What follows belongs to an exercise in optimizing a design on an open flow for small area, a short achievable clock period and few clock cycles per item; a production flow would make more cautious choices.
Only simulation tests tie the RTL to the original design; equivalence was not proved.
Power and IR drop assume default switching activity.

== run A ==
Design lc4_core, start of the top module:
module lc4_core (
    input  wire        clk,
    input  wire        rst,
    output wire [15:0] imem_addr,
    input  wire [15:0] imem_rdata,
    output wire [15:0] dmem_addr,
    input  wire [15:0] dmem_rdata,
    output wire        dmem_we,
    output wire [15:0] dmem_wdata,
    output wire        trace_valid,
    output wire [15:0] trace_pc,
    output wire [15:0] trace_insn,
    output wire        trace_reg_we,
    output wire [2:0]  trace_reg_sel,
    output wire [15:0] trace_reg_in,
    output wire        trace_flag_we,
    output wire [2:0]  trace_flag_out,
    output wire        trace_mem_we,
    output wire [15:0] trace_mem_addr,
    output wire [15:0] trace_mem_val,
    output wire        halted
);
export LEC_CHECK = 0
export CAP_MARGIN = 20
export CORE_MARGIN = 2
export CORE_UTILIZATION = 55
export CTS_CLUSTER_DIAMETER = 80
export CTS_CLUSTER_SIZE = 25
export SLEW_MARGIN = 20
create_clock -name core_clock -period 55.0 [get_ports {clk}]
standard.sh (not shown) runs the stock make flow with config.mk's settings and CLKGATE_MAP_FILE= SYNTH_SCRIPT=/design/flow/synth_recipe.tcl, a recipe that flattens the netlist after the stock synthesis.
==> flow/flow/run.sh <==
#!/bin/bash
set -euo pipefail
export BUFFER_PORTS_ARGS="-buffer_cell sky130_fd_sc_hd__buf_2"
export SETUP_SLACK_MARGIN=42.45
bash standard.sh > standard.log 2>&1
Testbench counts of run A, summed over its fixed seeds: cycles 69,974, instructions 51,630.
diff inputs: run A => run B
diff --git a/flow/design.v b/flow/design.v
--- a/flow/design.v
+++ b/flow/design.v
@@ -101,16 +101,17 @@
     function [2:0] flag_code(input [15:0] v);
         flag_code = v[15] ? 3'd4 : ((v == 16'd0) ? 3'd2 : 3'd1);
     endfunction
     reg        rst_q;
     reg [15:0] pcf;         
     reg [15:0] pce;         
     reg [15:0] ir;          
     reg        ev;          
+    reg        ir_pre;      
     reg        ld_ph;       
     reg        dv_busy;     
     reg        dv_fix;      
     reg [3:0]  dv_cnt;
     reg        hlt;
     reg [15:0] regs [0:7];
     reg [2:0]  nzp;
     reg        priv;
@@ -163,16 +164,19 @@
             va = va | (regs[r] & {16{sel_a[r]}});
             vb = vb | (regs[r] & {16{sel_b[r]}});
         end
     end
     wire [3:0]  f_op = imem_rdata[15:12];
     wire [2:0]  f_ra = (f_op == OP_CMP || f_op == OP_HICON) ? imem_rdata[11:9] :
                        (f_op == OP_RTI) ? 3'd7 : imem_rdata[8:6];
     wire [2:0]  f_rb = (f_op == OP_STR) ? imem_rdata[11:9] : imem_rdata[2:0];
+    wire        f_r7   = (f_op == OP_RTI) ||
+                         (imem_rdata[15:11] == 5'b11000 && imem_rdata[8:6] == 3'd7 &&
+                          imem_rdata[5:0] == 6'd0);
     wire        use_b   = ((is_arith && !subA[2]) || (is_cmp && !subC[1]));
     wire [15:0] add_y   = use_b ? vb : ((is_cmp && subC[0]) ? zext6 : sext6);
     wire        add_sub = is_cmp || (is_arith && subA == 3'b010);
     wire [16:0] add_r   = radd16(va, add_y ^ {16{add_sub}}, add_sub);
     wire [15:0] add_o   = add_r[15:0];
     wire        cmp_eq = (add_o == 16'd0);
     wire        cmp_lt = subC[0] ? !add_r[16]
                                  : ((va[15] != add_y[15]) ? va[15] : add_o[15]);
@@ -458,27 +462,28 @@
             OP_HICON: ex_res = {u8, va[7:0]};
             default:  ex_res = pcf;         
         endcase
     end
     wire wr_op  = is_arith || is_logic || is_shift || is_const || is_hicon
                || is_jsr || is_trap;        
     wire w7     = is_jsr || is_trap;
     wire br_take  = (f_d == 3'b111) || ((f_d & nzp) != 3'b000);
-    wire redirect = is_rti || is_trap || is_jsr || is_jmp || (is_br && br_take);
+    wire redirect = !ir_pre && (is_rti || is_trap || is_jsr || is_jmp || (is_br && br_take));
     wire [15:0] tgt = is_rti ? va :
                       is_trap ? {8'h80, u8} :
                       ((is_jsr || is_jmp) && !m11 && !(is_jsr && f_s == 3'd7)) ? add_o :
                       pc_tgt;
     wire e_first   = ev;
     wire e_goes_dv = e_first && is_dm && !dv_now;
     wire dv_end    = dv_busy && dv_last;
     wire dv_wr     = (dv_end && !dv_neg) || dv_fix;
     wire        wr_en   = ld_ph || dv_wr || (e_first && wr_op && !e_goes_dv);
     wire [2:0]  wr_sel  = (w7 && !ld_ph) ? 3'd7 : f_d;
+    wire        f_r7_go = f_r7 && !(wr_en && wr_sel == 3'd7);
     wire [15:0] wr_data = ld_ph ? dmem_rdata : ex_res;
     wire [15:0] wr_d    = rst_q ? 16'd0 : wr_data;
     wire ex_st_hit  = e_first && is_str && (add_o == pcf);
     wire mem_st_hit = st_we && (da == pcf);
     wire halt_wait  = (pcf == HALT_PC) && e_first && is_str;
     wire e_block    = (e_first && (redirect || is_ldr || e_goes_dv))
                    || (dv_busy && !(dv_last && !dv_neg));
     wire cap_fast   = !hlt && !e_block && !mem_st_hit && !halt_wait;
@@ -487,16 +492,24 @@
     always @(posedge clk) begin
         for (i = 0; i < 8; i = i + 1)
             if (rst_q || (wr_en && wr_sel == i[2:0]))
                 regs[i] <= wr_d;
     end
     always @(posedge clk) begin
         rst_q <= rst;
     end
+    wire [15:0] pcf_base = cap ? pcf_inc : ((e_first && redirect) ? tgt : pcf);
+    wire        pcf_r7   = cap && f_r7_go;
+    always @(posedge clk) begin
+        if (rst_q)
+            pcf <= RESET_PC;
+        else
+            pcf <= pcf_r7 ? regs[7] : pcf_base;
+    end
     always @(posedge clk) begin
         if (rst_any) begin
             ev    <= 1'b0;
             hlt   <= 1'b0;
             st_we <= 1'b0;
         end else begin
             st_we <= e_first && is_str;
             if (cap) begin
@@ -506,39 +519,34 @@
                 ev <= 1'b0;
                 if (e_first && redirect)
                     hlt <= (tgt == HALT_PC);
             end
         end
     end
     always @(posedge clk) begin
         if (rst_q) begin
-            pcf     <= RESET_PC;
             ld_ph   <= 1'b0;
             dv_busy <= 1'b0;
             dv_fix  <= 1'b0;
             nzp     <= 3'd0;
             priv    <= 1'b0;
             s_rwe   <= 1'b0;
             s_rsel  <= 3'd0;
             s_fwe   <= 1'b0;
             s_mwe   <= 1'b0;
             s_mem   <= 1'b0;
         end else begin
             if (cap_fast) begin
-                ir    <= imem_rdata;
+                ir     <= imem_rdata;
+                ir_pre <= f_r7_go;
                 sel_a <= 8'd1 << f_ra;
                 sel_b <= 8'd1 << f_rb;
                 pce   <= pcf;
             end
-            if (cap) begin
-                pcf   <= pcf_inc;
-            end else if (e_first && redirect) begin
-                pcf <= tgt;
-            end
             ld_ph <= e_first && is_ldr;
             if (e_goes_dv) begin
                 dv_busy <= 1'b1;
                 dv_cnt  <= dv_k0;
                 pce     <= abs_b;
             end else if (dv_busy) begin
                 dv_busy <= !dv_last;
                 dv_fix  <= dv_last && dv_neg;
==> comparison <==
- Run B completed every stage of the flow, and the final layout passed the timing, design-rule and antenna checks.
- Taking run A as the reference, in run B wire length of the first global-routing pass moved up; setup slack moved up; synthesis-to-finish area growth moved down; post-CTS setup-driven buffer insertion count moved down; first-iteration DRC count moved up.
- Looking at run B and run A, the post-route clock period utilization is a wash.
- Per the comparison of run B with run A, maximum operating frequency held; global-route usage went up 4.1 points; routed wire length went up about 12%; worst hold slack went down 8.1 ps.
- Of run B and run A, it is run B that has the higher switching share of power.
- [run B] non-clock buffer total of the final layout fell 2 relative to run A
- Run B ended with more total power than run A.
Testbench counts of run B, summed over its fixed seeds: cycles 67,280, instructions 51,630.

-- what the ideal ports hide --
Ports are ideal in the flow. The routed layouts listed here were re-timed in OpenROAD.
Step 1, drivers: a clkbuf_16 drives clk and a buf_2 each remaining input, both assumed.
Step 2 times the ports against the registers' clock, not the clock port: input delays grow and output delays shrink by t, the midpoint of the rising clock arrivals with the driver on.
a / b / c = ideal / step 1 / step 2; a / b = the first two.
run | t (ns) | slack for setup (ns) | hold WS [ns] | latest minus earliest clock arrival (ns) | pins driven straight from the clock port
run A | 0.574 | 42.422 / 42.356 / 42.548 | 0.473 / 0.473 / 0.473 | 0.028 / 0.028 | 1
run B | 0.606 | 42.437 / 42.373 / 41.946 | 0.465 / 0.465 / 0.465 | 0.028 / 0.028 | 1
After both steps setup and hold are still met in every run listed. For run B, which loses most, drivers alone change the setup slack by -0.064 ns; drivers and shift together by -0.491 ns.
